Context: an optimization exercise on an open-source flow, tuned for small area, a short achievable clock period and few clock cycles. The choices shown serve that exercise and are no tape-out recipe. The RTL was checked by simulation tests, not by an equivalence proof against the original design. Power is estimated from default activity; no workload was simulated.

==> v37: inputs <==
==> flow/design.v (excerpt) <==
module jbeat_crc (
  input  wire        clk,
  input  wire        rst,
  input  wire        req_valid,
  input  wire        req_write,
  input  wire [3:0]  req_addr,
  input  wire [31:0] req_wdata,
  output reg         rsp_valid,
  output reg  [31:0] rsp_rdata,
  input  wire [31:0] len_src,
  input  wire [31:0] len_tgt,
  input  wire [31:0] len_pat,
  output reg         mem_en,
  output reg         mem_we,
  output reg  [1:0]  mem_sel,
  output reg  [29:0] mem_addr,
  output reg  [3:0]  mem_wstrb,
  output reg  [31:0] mem_wdata,
  input  wire [31:0] mem_rdata
);
make LEC_CHECK=0 CAP_MARGIN=20 CORE_MARGIN=2 CORE_UTILIZATION=40 PLACE_DENSITY=0.6 SETUP_SLACK_MARGIN=4.0 SLEW_MARGIN=20 finish   # period 7.0 ns
run.sh (not shown) runs the stock make flow with config.mk's settings and CLKGATE_MAP_FILE= SYNTH_SCRIPT=/design/flow/synth_recipe.tcl, a recipe that flattens the netlist after the stock synthesis.
==> v8: changes against v37 <==
--- a/flow/design.v
+++ b/flow/design.v
@@ -121,52 +121,39 @@
     case (r)
       3'd0: xf_k = 32'h95E27ED1;
       3'd1: xf_k = 32'hAACF4902;
       3'd2: xf_k = 32'h91CC3812;
       3'd3: xf_k = 32'h204FC84F;
       default: xf_k = 32'hF0B5FBE3;
     endcase
   endfunction
-  function [29:0] add30(input [29:0] a, input [29:0] b);
-    reg [29:0] g, p, gg, pp;
-    integer i, d;
-    begin
-      g = a & b; p = a ^ b; gg = g; pp = p;
-      for (d = 1; d < 30; d = d * 2)
-        for (i = 29; i >= d; i = i - 1) begin
-          gg[i] = gg[i] | (pp[i] & gg[i-d]);
-          pp[i] = pp[i] & pp[i-d];
-        end
-      add30 = p ^ {gg[28:0], 1'b0};
-    end
-  endfunction
   function [29:0] inc30(input [29:0] a);
     integer i;
     begin
       for (i = 0; i < 30; i = i + 1)
         inc30[i] = a[i] ^ ((i == 0) ? 1'b1 : &(a | ~((30'd1 << i) - 30'd1)));
     end
   endfunction
   function [29:0] dec30(input [29:0] a);
     integer i;
     begin
       for (i = 0; i < 30; i = i + 1)
         dec30[i] = a[i] ^ ((i == 0) ? 1'b1 : ~|(a & ((30'd1 << i) - 30'd1)));
     end
   endfunction
   function gt32(input [31:0] a, input [31:0] b);
-    reg [31:0] g, e;
+    reg [31:0] g, l;
     integer i, w;
     begin
-      g = a & ~b; e = ~(a ^ b);
+      g = a & ~b; l = ~a & b;
       for (w = 1; w < 32; w = w * 2)
         for (i = 0; i < 32; i = i + 2 * w) begin
-          g[i] = g[i + w] | (e[i + w] & g[i]);
-          e[i] = e[i + w] & e[i];
+          g[i] = g[i + w] | (~l[i + w] & g[i]);
+          l[i] = l[i + w] | (~g[i + w] & l[i]);
         end
       gt32 = g[0];
     end
   endfunction
   reg [31:0] acc;
   reg [95:0] sum_q;     
   reg [95:0] exp_q;     
   reg [95:0] size_q;    
@@ -231,38 +218,22 @@
       4'd8:  rd_val = sum_q[95:64];
       4'd9:  rd_val = exp_q[31:0];
       4'd10: rd_val = exp_q[63:32];
       4'd11: rd_val = exp_q[95:64];
       default: rd_val = 32'd0;
     endcase
   end
   reg gt_s, gt_t, gt_p, gt_p4;
-  function gt_m4(input [31:0] a, input [31:0] l);
-    reg [31:0] nl, s3, c3, y, g, p;
-    integer i, w;
-    begin
-      nl = ~l;
-      s3 = a ^ nl ^ 32'hFFFFFFFC;
-      c3 = (a & nl) | (a & 32'hFFFFFFFC) | (nl & 32'hFFFFFFFC);
-      y  = {c3[30:0], 1'b0};
-      g  = s3 & y; p = s3 | y;
-      for (w = 1; w < 32; w = w * 2)
-        for (i = 0; i < 32; i = i + 2 * w) begin
-          g[i] = g[i + w] | (p[i + w] & g[i]);
-          p[i] = p[i + w] & p[i];
-        end
-      gt_m4 = c3[31] & g[0];
-    end
-  endfunction
   wire p_lt4  = (size_q[95:66] == 30'd0);
   wire p_lt12 = (size_q[95:68] == 28'd0) && (size_q[67:66] != 2'b11);
   reg        busy;      
   reg        init;      
   reg        init2;     
+  reg        init4;     
   reg [2:0]  kind;
   reg [1:0]  kb;
   reg [1:0]  pv;        
   reg [2:0]  pc;        
   reg [2:0]  sk;        
   reg [1:0]  sb;
   reg [4:0]  nk;        
   reg        first;     
@@ -310,17 +281,17 @@
   wire [1:0] pv_new = (kind == K_VERIFY) ? (gt_s ? 2'd1 : gt_t ? 2'd2 : 2'd0) :
                       (kind == K_SEAL && gt_t) ? 2'd2 : 2'd0;
   wire [1:0] pvx = init ? pv_new : pv;
   wire [1:0] end_act =
       (kind == K_STORE)                 ? E_STORE :
       (kind == K_SEAL  && pv == 2'd0)   ? E_STORE :
       (kind == K_VERIFY && pv == 2'd0)  ? E_CHECK :
       (kind == K_VERIFY || kind == K_SEAL) ? E_SIZE : E_NONE;
-  wire [2:0] npc = (init | init2) ? 3'd0 : pc + 3'd1;           
+  wire [2:0] npc = (init | init2 | init4) ? 3'd0 : pc + 3'd1;           
   wire [4:0] nn  = step_of(kind, pvx, kb, npc + 3'd1);  
   wire [2:0] lk  = nk[4:2];
   wire [1:0] lb  = nk[1:0];
   wire [31:0] l_size = (lb == 2'd0) ? size_s : (lb == 2'd1) ? size_t : size_p;
   wire [1:0]  l_t    = l_size[1:0];
   reg  [29:0] l_rem;
   reg         l_adj;
   always @(*) begin
@@ -329,17 +300,18 @@
     case (lk)
       T_CK:    l_adj = (lb == 2'd2);
       T_SPAT:  l_adj = 1'b1;
       T_LD:    l_rem = 30'd3;
       T_ST, T_SPW: l_rem = 30'd1;
       default: ;
     endcase
   end
-  wire [29:0] l_addr_m1 = add30(size_p[31:2], {27'h7FFFFFF, (lk != T_ST) ? 3'b100 : (lb == 2'd0) ? 3'b100 : (lb == 2'd1) ? 3'b101 : 3'b110});
+  wire [29:0] l_addr_m1 = (lb == 2'd0) ? mem_addr :
+                          (lb == 2'd1) ? inc30(mem_addr) : {inc30({1'b0, mem_addr[29:1]}), mem_addr[0]};
   function [3:0] cflags(input [29:0] hi, input ex, input aj);
     reg [3:0] v;
     begin
       v = {1'b0, hi[2:0]} + {3'd0, ex} - {3'd0, aj};
       cflags = (hi[29:3] == 27'd0) ? {v == 4'd3, v == 4'd2, v == 4'd1, v == 4'd0} : 4'd0;
     end
   endfunction
   reg [3:0] cf_s, cf_t, cf_pm, cf_p0;
@@ -458,37 +430,50 @@
       default: b_al = {b_cur[23:0], b_prv[31:24]};
     endcase
   end
   wire [31:0] b_d = b_inj ? sum_q[32*b_ib +: 32] : b_al;
   wire [31:0] c_u  = xf_in(d_q) ^ (d_cf ? xf_k(d_r) : 32'd0);
   wire [31:0] s_g  = u_cf ? 32'd0 : s_q;
   wire [31:0] s_nx = ({1'b0, s_g[31:1]} ^ (s_g[0] ? POLY : 32'd0)) ^ u_q;
   wire [31:0] e_acc = xf_out(s_q);
-  wire fin_ok = busy && !init && !init2 && sk == T_END &&
+  wire        rq_idle = !rst && !busy && req_valid;
+  wire [31:0] acc_d   = busy ? e_acc :
+                        cw[12] ? 32'hFFFFFFFF : crc_bits(acc ^ {24'd0, c_imm}, 8);
+  wire        acc_en  = (!rst && vE) || (rq_idle && (q_init || q_byte));
+  wire [31:0] sum_d   = busy ? ~e_acc : ~acc;
+  wire [2:0]  sum_en  = ({3{!rst && vE}} & {e_cb == 2'd2, e_cb == 2'd1, e_cb == 2'd0}) |
+                        ({3{rq_idle && q_final}} & {c_b == 2'd2, c_b == 2'd1, c_b == 2'd0});
+  wire fin_ok = busy && !init && !init2 && !init4 && sk == T_END &&
                 !(vA && a_vb) && !vB && !vD && !vU && !(end_act == E_CHECK && vE);
-  wire advance = busy && ((init && !(kind == K_VERIFY && pv_new != 2'd0)) || init2 ||
+  wire advance = busy && ((init && !(kind == K_VERIFY && pv_new != 2'd0) &&
+                           !(kind == K_CKSUM && kb == 2'd2)) || init2 || (init4 && !gt_p4) ||
                           (!init && sk != T_END && tk_go && tk_last));
   always @(posedge clk) begin
     rsp_valid <= 1'b0;
     rsp_rdata <= rd_val;
     cf_s  <= cflags(size_s[31:2], |size_s[1:0], 1'b0);
     cf_t  <= cflags(size_t[31:2], |size_t[1:0], 1'b0);
     cf_pm <= cflags(size_p[31:2], p_e, 1'b1);
     cf_p0 <= cflags(size_p[31:2], p_e, 1'b0);
     gt_s  <= gt32(size_s, len_src);
     gt_t  <= gt32(size_t, len_tgt);
     gt_p  <= gt32(size_p, len_pat);
-    gt_p4 <= gt_m4(size_p, len_pat);
+    gt_p4 <= gt32({rem, size_p[1:0]}, len_pat);
     mem_wdata <= w_data;
+    if (acc_en) acc <= acc_d;
+    if (sum_en[0]) sum_q[31:0]  <= sum_d;
+    if (sum_en[1]) sum_q[63:32] <= sum_d;
+    if (sum_en[2]) sum_q[95:64] <= sum_d;
     mem_wstrb <= w_strb;
     if (rst) begin
       busy   <= 1'b0;
       init   <= 1'b0;
       init2  <= 1'b0;
+      init4  <= 1'b0;
       acc_v  <= 1'b0;
       sum_v  <= 3'd0;
       exp_v  <= 3'd0;
       size_v <= 3'd0;
       ok     <= 1'b0;
       fault  <= 1'b0;
       cause  <= 4'd0;
       vA <= 1'b0; vB <= 1'b0; vD <= 1'b0; vU <= 1'b0; vE <= 1'b0;
@@ -510,45 +495,47 @@
       vU   <= vD && d_crc;
       u_cf <= d_cf; u_cl <= d_cl; u_cb <= d_cb;
       if (vD) u_q <= c_u;
       vE   <= vU && u_cl;
       if (vE) pend[e_cb] <= 1'b0;
       e_cb <= u_cb;
       if (vU) s_q <= s_nx;
       if (vE) begin
-        acc <= e_acc;
-        sum_q[32*e_cb +: 32] <= ~e_acc;
         sum_v[e_cb] <= 1'b1;
         acc_v <= 1'b1;
         ok    <= 1'b0;
       end
       if (vD && d_exp) begin
         exp_q <= {d_q, exp_q[95:32]};
         if (d_el) begin
           exp_v <= 3'b111;
           ok    <= 1'b0;
         end
       end
       vA     <= 1'b0;
+      if (!busy) begin
+        mem_addr <= {dec30({2'b00, size_p[31:4]}), size_p[3:2]};
+        rem      <= dec30(size_p[31:2]);
+      end
       mem_en <= 1'b0;
       mem_we <= 1'b0;
       if (advance) begin
         init2 <= 1'b0;
         pc    <= npc;
         sk    <= lk;
         sb    <= lb;
         nk    <= nn;
         first <= 1'b1;
         rem   <= l_rem;
         adj   <= l_adj;
         {f3, f2, f1, f0} <= l_f;
         e     <= |l_t;
         st_t  <= l_t;
-        if (lk == T_LD || lk == T_ST) mem_addr <= l_addr_m1;
+        if (lk == T_ST) mem_addr <= l_addr_m1;
         if (lk == T_ST) wslot <= lb;
         else if (lk == T_SPAT) wslot <= 2'd0;
       end
       if (busy) begin
         if (init) begin
           init <= 1'b0;
           pv   <= pv_new;
           if (kind == K_VERIFY && pv_new != 2'd0) begin
@@ -558,20 +545,21 @@
           case (kind)
             K_CKSUM: begin
               if (!size_v[kb]) begin
                 fault <= 1'b1; cause <= C_NOTREADY; ok <= 1'b0;
                 busy <= 1'b0; rsp_valid <= 1'b1;
               end else if (kb == 2'd2 && p_lt4) begin
                 fault <= 1'b1; cause <= C_TRUNC; ok <= 1'b0;
                 busy <= 1'b0; rsp_valid <= 1'b1;
-              end else if (kb == 2'd2 ? gt_p4 : kb == 2'd1 ? gt_t : gt_s) begin
-                fault <= 1'b1; cause <= (kb == 2'd2) ? C_TRUNC : C_SIZE; ok <= 1'b0;
+              end else if (kb == 2'd1 ? gt_t : kb == 2'd0 ? gt_s : 1'b0) begin
+                fault <= 1'b1; cause <= C_SIZE; ok <= 1'b0;
                 busy <= 1'b0; rsp_valid <= 1'b1;
-              end
+              end else if (kb == 2'd2)
+                init4 <= 1'b1;
             end
             K_LDEXP, K_STORE: begin
               if (!size_v[2] || (kind == K_STORE && !sum_v[kb])) begin
                 fault <= 1'b1; cause <= C_NOTREADY; ok <= 1'b0;
                 busy <= 1'b0; rsp_valid <= 1'b1;
               end else if (p_lt12 || gt_p) begin
                 fault <= 1'b1; cause <= C_TRUNC; ok <= 1'b0;
                 busy <= 1'b0; rsp_valid <= 1'b1;
@@ -585,16 +573,22 @@
                 fault <= 1'b1; cause <= C_TRUNC; ok <= 1'b0;
                 busy <= 1'b0; rsp_valid <= 1'b1;
               end else if (kind == K_SEAL && gt_s) begin
                 fault <= 1'b1; cause <= C_SIZE; ok <= 1'b0;
                 busy <= 1'b0; rsp_valid <= 1'b1;
               end
             end
           endcase
+        end else if (init4) begin
+          init4 <= 1'b0;
+          if (gt_p4) begin
+            fault <= 1'b1; cause <= C_TRUNC; ok <= 1'b0;
+            busy <= 1'b0; rsp_valid <= 1'b1;
+          end
         end else if (init2) begin
           ;
         end else if (sk != T_END) begin
           if (tk_go) begin
             vA <= 1'b1;
             a_vb <= tk_vb;
             a_zprev <= tk_zprev; a_ph <= tk_ph; a_inj <= tk_inj; a_ib <= tk_ib;
             a_crc <= tk_crc; a_cf <= tk_cf; a_cl <= tk_cl; a_exp <= tk_exp; a_el <= tk_el;
@@ -638,22 +632,18 @@
         if (q_size[0]) begin size_q[31:0]  <= req_wdata; size_v[0] <= 1'b1; sum_v[0] <= 1'b0; end
         if (q_size[1]) begin size_q[63:32] <= req_wdata; size_v[1] <= 1'b1; sum_v[1] <= 1'b0; end
         if (q_size[2]) begin size_q[95:64] <= req_wdata; size_v[2] <= 1'b1; sum_v[2] <= 1'b0; exp_v <= 3'd0; end
         if (|q_size) ok <= 1'b0;
         if (q_flt) begin
           fault <= 1'b1; ok <= 1'b0;
           cause <= q_ill ? C_ILLEGAL : q_nrdy ? C_NOTREADY : chk_cause;
         end
-        if (q_init) begin acc <= 32'hFFFFFFFF; acc_v <= 1'b1; end
-        if (q_byte) acc <= crc_bits(acc ^ {24'd0, c_imm}, 8);
+        if (q_init) acc_v <= 1'b1;
         if (q_final) begin
-          if (c_b == 2'd0) sum_q[31:0]  <= ~acc;
-          if (c_b == 2'd1) sum_q[63:32] <= ~acc;
-          if (c_b == 2'd2) sum_q[95:64] <= ~acc;
           sum_v[c_b] <= 1'b1;
           ok <= 1'b0;
         end
         if (q_chk) ok <= 1'b1;
         if (q_clr) begin
           acc_v <= 1'b0; sum_v <= 3'd0; exp_v <= 3'd0; size_v <= 3'd0;
           ok <= 1'b0; fault <= 1'b0; cause <= 4'd0;
         end
==> v1: changes against v37 <==
--- a/flow/design.v
+++ b/flow/design.v
@@ -149,24 +149,24 @@
   function [29:0] dec30(input [29:0] a);
     integer i;
     begin
       for (i = 0; i < 30; i = i + 1)
         dec30[i] = a[i] ^ ((i == 0) ? 1'b1 : ~|(a & ((30'd1 << i) - 30'd1)));
     end
   endfunction
   function gt32(input [31:0] a, input [31:0] b);
-    reg [31:0] g, e;
+    reg [31:0] g, l;
     integer i, w;
     begin
-      g = a & ~b; e = ~(a ^ b);
+      g = a & ~b; l = ~a & b;
       for (w = 1; w < 32; w = w * 2)
         for (i = 0; i < 32; i = i + 2 * w) begin
-          g[i] = g[i + w] | (e[i + w] & g[i]);
-          e[i] = e[i + w] & e[i];
+          g[i] = g[i + w] | (~l[i + w] & g[i]);
+          l[i] = l[i + w] | (~g[i + w] & l[i]);
         end
       gt32 = g[0];
     end
   endfunction
   reg [31:0] acc;
   reg [95:0] sum_q;     
   reg [95:0] exp_q;     
   reg [95:0] size_q;    
@@ -231,38 +231,22 @@
       4'd8:  rd_val = sum_q[95:64];
       4'd9:  rd_val = exp_q[31:0];
       4'd10: rd_val = exp_q[63:32];
       4'd11: rd_val = exp_q[95:64];
       default: rd_val = 32'd0;
     endcase
   end
   reg gt_s, gt_t, gt_p, gt_p4;
-  function gt_m4(input [31:0] a, input [31:0] l);
-    reg [31:0] nl, s3, c3, y, g, p;
-    integer i, w;
-    begin
-      nl = ~l;
-      s3 = a ^ nl ^ 32'hFFFFFFFC;
-      c3 = (a & nl) | (a & 32'hFFFFFFFC) | (nl & 32'hFFFFFFFC);
-      y  = {c3[30:0], 1'b0};
-      g  = s3 & y; p = s3 | y;
-      for (w = 1; w < 32; w = w * 2)
-        for (i = 0; i < 32; i = i + 2 * w) begin
-          g[i] = g[i + w] | (p[i + w] & g[i]);
-          p[i] = p[i + w] & p[i];
-        end
-      gt_m4 = c3[31] & g[0];
-    end
-  endfunction
   wire p_lt4  = (size_q[95:66] == 30'd0);
   wire p_lt12 = (size_q[95:68] == 28'd0) && (size_q[67:66] != 2'b11);
   reg        busy;      
   reg        init;      
   reg        init2;     
+  reg        init4;     
   reg [2:0]  kind;
   reg [1:0]  kb;
   reg [1:0]  pv;        
   reg [2:0]  pc;        
   reg [2:0]  sk;        
   reg [1:0]  sb;
   reg [4:0]  nk;        
   reg        first;     
@@ -310,17 +294,17 @@
   wire [1:0] pv_new = (kind == K_VERIFY) ? (gt_s ? 2'd1 : gt_t ? 2'd2 : 2'd0) :
                       (kind == K_SEAL && gt_t) ? 2'd2 : 2'd0;
   wire [1:0] pvx = init ? pv_new : pv;
   wire [1:0] end_act =
       (kind == K_STORE)                 ? E_STORE :
       (kind == K_SEAL  && pv == 2'd0)   ? E_STORE :
       (kind == K_VERIFY && pv == 2'd0)  ? E_CHECK :
       (kind == K_VERIFY || kind == K_SEAL) ? E_SIZE : E_NONE;
-  wire [2:0] npc = (init | init2) ? 3'd0 : pc + 3'd1;           
+  wire [2:0] npc = (init | init2 | init4) ? 3'd0 : pc + 3'd1;           
   wire [4:0] nn  = step_of(kind, pvx, kb, npc + 3'd1);  
   wire [2:0] lk  = nk[4:2];
   wire [1:0] lb  = nk[1:0];
   wire [31:0] l_size = (lb == 2'd0) ? size_s : (lb == 2'd1) ? size_t : size_p;
   wire [1:0]  l_t    = l_size[1:0];
   reg  [29:0] l_rem;
   reg         l_adj;
   always @(*) begin
@@ -458,37 +442,39 @@
       default: b_al = {b_cur[23:0], b_prv[31:24]};
     endcase
   end
   wire [31:0] b_d = b_inj ? sum_q[32*b_ib +: 32] : b_al;
   wire [31:0] c_u  = xf_in(d_q) ^ (d_cf ? xf_k(d_r) : 32'd0);
   wire [31:0] s_g  = u_cf ? 32'd0 : s_q;
   wire [31:0] s_nx = ({1'b0, s_g[31:1]} ^ (s_g[0] ? POLY : 32'd0)) ^ u_q;
   wire [31:0] e_acc = xf_out(s_q);
-  wire fin_ok = busy && !init && !init2 && sk == T_END &&
+  wire fin_ok = busy && !init && !init2 && !init4 && sk == T_END &&
                 !(vA && a_vb) && !vB && !vD && !vU && !(end_act == E_CHECK && vE);
-  wire advance = busy && ((init && !(kind == K_VERIFY && pv_new != 2'd0)) || init2 ||
+  wire advance = busy && ((init && !(kind == K_VERIFY && pv_new != 2'd0) &&
+                           !(kind == K_CKSUM && kb == 2'd2)) || init2 || (init4 && !gt_p4) ||
                           (!init && sk != T_END && tk_go && tk_last));
   always @(posedge clk) begin
     rsp_valid <= 1'b0;
     rsp_rdata <= rd_val;
     cf_s  <= cflags(size_s[31:2], |size_s[1:0], 1'b0);
     cf_t  <= cflags(size_t[31:2], |size_t[1:0], 1'b0);
     cf_pm <= cflags(size_p[31:2], p_e, 1'b1);
     cf_p0 <= cflags(size_p[31:2], p_e, 1'b0);
     gt_s  <= gt32(size_s, len_src);
     gt_t  <= gt32(size_t, len_tgt);
     gt_p  <= gt32(size_p, len_pat);
-    gt_p4 <= gt_m4(size_p, len_pat);
+    gt_p4 <= gt32({mem_addr, size_p[1:0]}, len_pat);
     mem_wdata <= w_data;
     mem_wstrb <= w_strb;
     if (rst) begin
       busy   <= 1'b0;
       init   <= 1'b0;
       init2  <= 1'b0;
+      init4  <= 1'b0;
       acc_v  <= 1'b0;
       sum_v  <= 3'd0;
       exp_v  <= 3'd0;
       size_v <= 3'd0;
       ok     <= 1'b0;
       fault  <= 1'b0;
       cause  <= 4'd0;
       vA <= 1'b0; vB <= 1'b0; vD <= 1'b0; vU <= 1'b0; vE <= 1'b0;
@@ -524,16 +510,17 @@
       if (vD && d_exp) begin
         exp_q <= {d_q, exp_q[95:32]};
         if (d_el) begin
           exp_v <= 3'b111;
           ok    <= 1'b0;
         end
       end
       vA     <= 1'b0;
+      if (!busy) mem_addr <= dec30(size_p[31:2]);
       mem_en <= 1'b0;
       mem_we <= 1'b0;
       if (advance) begin
         init2 <= 1'b0;
         pc    <= npc;
         sk    <= lk;
         sb    <= lb;
         nk    <= nn;
@@ -558,20 +545,21 @@
           case (kind)
             K_CKSUM: begin
               if (!size_v[kb]) begin
                 fault <= 1'b1; cause <= C_NOTREADY; ok <= 1'b0;
                 busy <= 1'b0; rsp_valid <= 1'b1;
               end else if (kb == 2'd2 && p_lt4) begin
                 fault <= 1'b1; cause <= C_TRUNC; ok <= 1'b0;
                 busy <= 1'b0; rsp_valid <= 1'b1;
-              end else if (kb == 2'd2 ? gt_p4 : kb == 2'd1 ? gt_t : gt_s) begin
-                fault <= 1'b1; cause <= (kb == 2'd2) ? C_TRUNC : C_SIZE; ok <= 1'b0;
+              end else if (kb == 2'd1 ? gt_t : kb == 2'd0 ? gt_s : 1'b0) begin
+                fault <= 1'b1; cause <= C_SIZE; ok <= 1'b0;
                 busy <= 1'b0; rsp_valid <= 1'b1;
-              end
+              end else if (kb == 2'd2)
+                init4 <= 1'b1;
             end
             K_LDEXP, K_STORE: begin
               if (!size_v[2] || (kind == K_STORE && !sum_v[kb])) begin
                 fault <= 1'b1; cause <= C_NOTREADY; ok <= 1'b0;
                 busy <= 1'b0; rsp_valid <= 1'b1;
               end else if (p_lt12 || gt_p) begin
                 fault <= 1'b1; cause <= C_TRUNC; ok <= 1'b0;
                 busy <= 1'b0; rsp_valid <= 1'b1;
@@ -585,16 +573,22 @@
                 fault <= 1'b1; cause <= C_TRUNC; ok <= 1'b0;
                 busy <= 1'b0; rsp_valid <= 1'b1;
               end else if (kind == K_SEAL && gt_s) begin
                 fault <= 1'b1; cause <= C_SIZE; ok <= 1'b0;
                 busy <= 1'b0; rsp_valid <= 1'b1;
               end
             end
           endcase
+        end else if (init4) begin
+          init4 <= 1'b0;
+          if (gt_p4) begin
+            fault <= 1'b1; cause <= C_TRUNC; ok <= 1'b0;
+            busy <= 1'b0; rsp_valid <= 1'b1;
+          end
         end else if (init2) begin
           ;
         end else if (sk != T_END) begin
           if (tk_go) begin
             vA <= 1'b1;
             a_vb <= tk_vb;
             a_zprev <= tk_zprev; a_ph <= tk_ph; a_inj <= tk_inj; a_ib <= tk_ib;
             a_crc <= tk_crc; a_cf <= tk_cf; a_cl <= tk_cl; a_exp <= tk_exp; a_el <= tk_el;
Settings changed: CORE_UTILIZATION 40 to 55, PLACE_DENSITY 0.6 to 0.7.
==> out/metrics.yaml <==
outcome:
  outcome: "timing/DRC/antenna clean"
sta:
  fin_worst_hold_slack_ns: 0.416
  tightest_slew_ns: 1.03
detailed_routing:
  dr.pass1.iters: 8
  first_iter_violations: 5293
setup_path:
  timing.critical_path.from: "req_wdata[4]"
floorplan:
  core_region_area_um2: 108000
cells_and_area:
  area_growth_syn_to_layout_pct: 23.0
  fillerInstances: 9836
# the run above: v8

==> out/metrics.yaml <==
setup_path:
  timing.critical_path.from: "req_addr[3]"
sta:
  tightest_slew_ns: 1.06
cells_and_area:
  fillerInstances: 10200
detailed_routing:
  first_iter_violations: 5354
  dr.pass1.iters: 9
outcome:
  outcome: "timing/DRC/antenna clean"
floorplan:
  core_region_area_um2: 111000
# the run above: v37

==> out/metrics.yaml <==
outcome:
  outcome: "timing/DRC/antenna clean"
cells_and_area:
  area_growth_syn_to_layout_pct: 20.7
  fillerInstances: 6391
  post_route_cells_drive_above_1_share_pct: 14.3
detailed_routing:
  highest-signal-layer: "met5"
  dr.pass1.iters: 12
sta:
  fin_worst_hold_slack_ns: 0.416
  tightest_slew_ns: 1.18
pwr:
  cell_internal_power_dissipation_mw: 7.66
  overall_power_after_layout_mw: 10.4
global_route:
  global_route.usage.met1_pct: 56.3
setup_path:
  timing.critical_path.from: "sum_q[14]"
# the run above: v1

Testbench counts of v37, summed over its fixed seeds: cycles 60,293.
Testbench counts of v8, summed over its fixed seeds: cycles 60,293.
Testbench counts of v1, summed over its fixed seeds: cycles 60,293.

separate check: timing with driven ports:
In the flow no input, the clock included, has a driving cell. The finished layouts below were timed again as built, in two steps. Step 1: set_driving_cell puts a clkbuf_16 on clk and a buf_2 on each other input, an assumption about the parent block. Step 2 adds t to the input delays and takes it off the output delays; t is the mean of the earliest and latest rising clock arrival at the registers after step 1. Input paths then give back, and output paths get back, about the clock's delay inside the block. a / b / c = ideal ports / drivers / drivers and shift; a / b = the first two.
| run | t (ns) | setup WS [ns] | worst hold slack (ns) | latest minus earliest clock arrival (ns) |
|---|---|---|---|---|
| v37 | 0.736 | 3.915 / 3.894 / 3.158 | 0.417 / 0.417 / 0.417 | 0.038 / 0.037 |
| v8 | 0.736 | 3.551 / 3.509 / 2.773 | 0.416 / 0.416 / 0.416 | 0.038 / 0.039 |
| v1 | 0.713 | 3.877 / 3.877 / 3.198 | 0.416 / 0.416 / 0.416 | 0.030 / 0.030 |
After both steps every run listed still meets setup and hold. The setup slack of v8, which loses most, moves by -0.042 ns with the drivers and by -0.778 ns with both steps.
